This is an optimization exercise on Yosys and OpenROAD, whose aim is small area, not a production implementation. In this exercise RTL edits were held to simulation tests only and were not proved equivalent to the original. Power and IR drop assume default switching activity.

== quartz ==
==> flow/design.v (excerpt) <==
module yunqi_io (
    input  wire        clk,
    input  wire        rst,
    input  wire        op_valid,
    input  wire [3:0]  op,
    input  wire [7:0]  op_arg,
    input  wire        echo,
    output wire [11:0] cmp_l,
    output wire [11:0] cmp_r,
    output wire [1:0]  dir_l,
    output wire [1:0]  dir_r,
    output wire signed [7:0] duty_l,
    output wire signed [7:0] duty_r,
    output reg         motor_en,
    output reg         refused,
    output reg         msg_valid,
    output wire [2:0]  msg_id,
    output wire        trig,
    output reg         echo_rdy,
    output reg         dist_valid,
    output wire [19:0] dist_bcd,
    output wire [1:0]  dist_tier
);
Size in the first run: about 60 flip-flops, about 91 I/O pins, ~2900 um2 of cells after synthesis.
==> flow/config.mk <==
export PLATFORM = sky130hd
export DESIGN_NAME = yunqi_io
export DESIGN_NICKNAME = yunqi_io
export VERILOG_FILES = /design/flow/design.v
export SDC_FILE = /design/flow/constraint.sdc
export NUM_CORES = 4
export LEC_CHECK = 0
export CAP_MARGIN = 20
export CORE_MARGIN = 2
export CORE_UTILIZATION = 50
export SLEW_MARGIN = 20
==> flow/constraint.sdc <==
create_clock -name core_clock -period 40.0 [get_ports {clk}]
set_input_delay 8.0000 -clock core_clock [delete_from_list [all_inputs] [get_ports {clk}]]
set_output_delay 8.0000 -clock core_clock [all_outputs]
set_load 0.01 [all_outputs]
standard.sh (not shown) runs the stock make flow with config.mk's settings and CLKGATE_MAP_FILE= SYNTH_SCRIPT=/design/flow/synth_recipe.tcl, a recipe that flattens the netlist after the stock synthesis.
==> flow/flow/run.sh <==
#!/bin/bash
# The standard layout, with these changes:
#  - synthesis maps the logic with an area-oriented ABC script (flow/synth.tcl,
#    flow/area.abc); registers are mapped exactly as in the standard synthesis;
#  - port buffers use the smallest buffer cell;
#  - clock tree synthesis uses clkbuf_4 and inserts no dummy loads;
#  - one tie cell per constant value instead of one per load.
set -euo pipefail
here=$(pwd)
bash standard.sh "SYNTH_SCRIPT=$here/flow/synth.tcl" \
  "BUFFER_PORTS_ARGS=-buffer_cell sky130_fd_sc_hd__buf_1" \
  "CTS_ARGS=-sink_clustering_enable -repair_clock_nets -dont_use_dummy_load -buf_list sky130_fd_sc_hd__clkbuf_4" \
  SKIP_REPAIR_TIE_FANOUT=1 \
  finish > flow_make.log 2>&1
==> flow/flow/area.abc <==
strash
&get -n
&deepsyn -I 4 -J 50 -T 120
&put
dch -f
amap
==> flow/flow/synth.tcl <==
# The standard synthesis (synth_recipe.tcl), with ORFS's full-adder
# extraction turned off and ABC run with an area-oriented script.
set ::area_abc [file join [file dirname [file normalize [info script]]] area.abc]
proc synth {args} { yosys synth -nofsm -noshare {*}$args }
proc abc {args} {
  set i [lsearch -exact $args -script]
  if { $i >= 0 } { lset args [expr {$i + 1}] $::area_abc }
  yosys abc {*}$args
}
set ::env(ADDER_MAP_FILE) ""
source $::env(SCRIPTS_DIR)/synth.tcl
# left out here: clear keep_hierarchy, flatten, clean up, hide names made inside functions, write 1_2_yosys.v
### quartz -> tundra
Settings: changing SLEW_MARGIN from 20 to 0; changing CAP_MARGIN from 20 to 0.
## What came out
Going from quartz to tundra, detailed-routed wire length on met2 grew slightly.
Post-route clock period utilization: quartz vs tundra — no meaningful difference
For tundra, the end of the critical path was cmp_r[11], unlike quartz, where it was cmp_l[11].
Finished layout cell area in tundra vs quartz: down 11 um2
Worst setup slack: quartz vs tundra, no meaningful difference
Area growth from synthesis to final layout on tundra is down relative to quartz.
Changes in willow relative to tundra:
Settings: SLEW_MARGIN now 5, was 0; CAP_MARGIN now 5, was 0.
==> comparison <==
- Delta (willow minus tundra): hold violation total from the final report now sits at about the same level; quantity of I/O buffers inserted on ports stayed essentially flat; final cell utilization of the core comparable; minimum clock period after layout essentially unchanged; total wire length after detailed routing stayed essentially flat.
- Re worst hold slack: no difference whatsoever between willow and tundra.
- Between tundra and willow, the power share of the sequential group figures differ only marginally.
- Clock latency at the later pin of the worst-skew pair essentially unchanged between willow and tundra.
- tundra -> willow: total power delta 0, exact match
- Re share of the clock period used by the worst path after layout: no difference whatsoever between willow and tundra.
- As far as buffering stage count on the worst path with inverters included goes, willow and tundra are indistinguishable; the numbers are identical.
Input changes introduced in harbor (baseline for comparison: willow):
Settings: GPL_TIMING_DRIVEN newly set to 0.
diff --git a/flow/flow/synth.tcl b/flow/flow/synth.tcl
--- a/flow/flow/synth.tcl
+++ b/flow/flow/synth.tcl
@@ -10,0 +11 @@
+set ::env(SYNTH_INSBUF) 0
Notes after the runs:
Sequential share of layout area ended up 0.19 points lower on harbor than on willow.
In the reports for harbor and willow, the smaller filler-free cell count of the finished design belongs to willow.
For setup slack on the worst flop-to-flop path, willow and harbor come out practically identical.
As far as total detailed-routing wirelength is concerned, harbor and willow perform about the same.
The lower clock network fraction of design power came out of harbor.
Total power draw on harbor is ahead of willow.
Synthesized area: harbor better than willow
[harbor] detailed-routed wire length on met2 rose 3.7% relative to willow
Proportion of layout cells with a drive suffix above 1 sits higher in harbor than in willow.
Detailed route, harbor vs willow: via total higher for harbor
Non-clock buffer count in the final layout is higher on harbor

-- what the ideal ports hide --
How much do the figures lean on ideal ports? The routed layouts below were timed once more, with nothing changed but the port constraints. Step 1 sets driving cells, clkbuf_16 on the clock port and buf_2 on the other inputs (assumed; they add their load-dependent delay and slew). Step 2 times the ports against the registers' clock, not the clock port: input delays grow and output delays shrink by t, the midpoint of the rising clock arrivals with the driver on. Slacks: ideal / step 1 / step 2; pairs: ideal / step 1.
run	t (ns)	setup WS [ns]	hold WS [ns]	worst register clock-pin slew, ns	worst data-port slew with drivers (ns)
quartz	0.419	29.340 / 29.313 / 29.264	0.427 / 0.427 / 0.427	0.10 / 0.10	0.05
tundra	0.420	29.338 / 29.312 / 29.263	0.427 / 0.427 / 0.427	0.10 / 0.10	0.05
willow	0.420	29.338 / 29.312 / 29.263	0.427 / 0.427 / 0.427	0.10 / 0.10	0.05
harbor	0.405	29.391 / 29.365 / 29.222	0.449 / 0.449 / 0.449	0.10 / 0.10	0.04
After both steps every run listed still meets setup and hold. The setup slack of harbor, which loses most, moves by -0.026 ns with the drivers and by -0.169 ns with both steps.
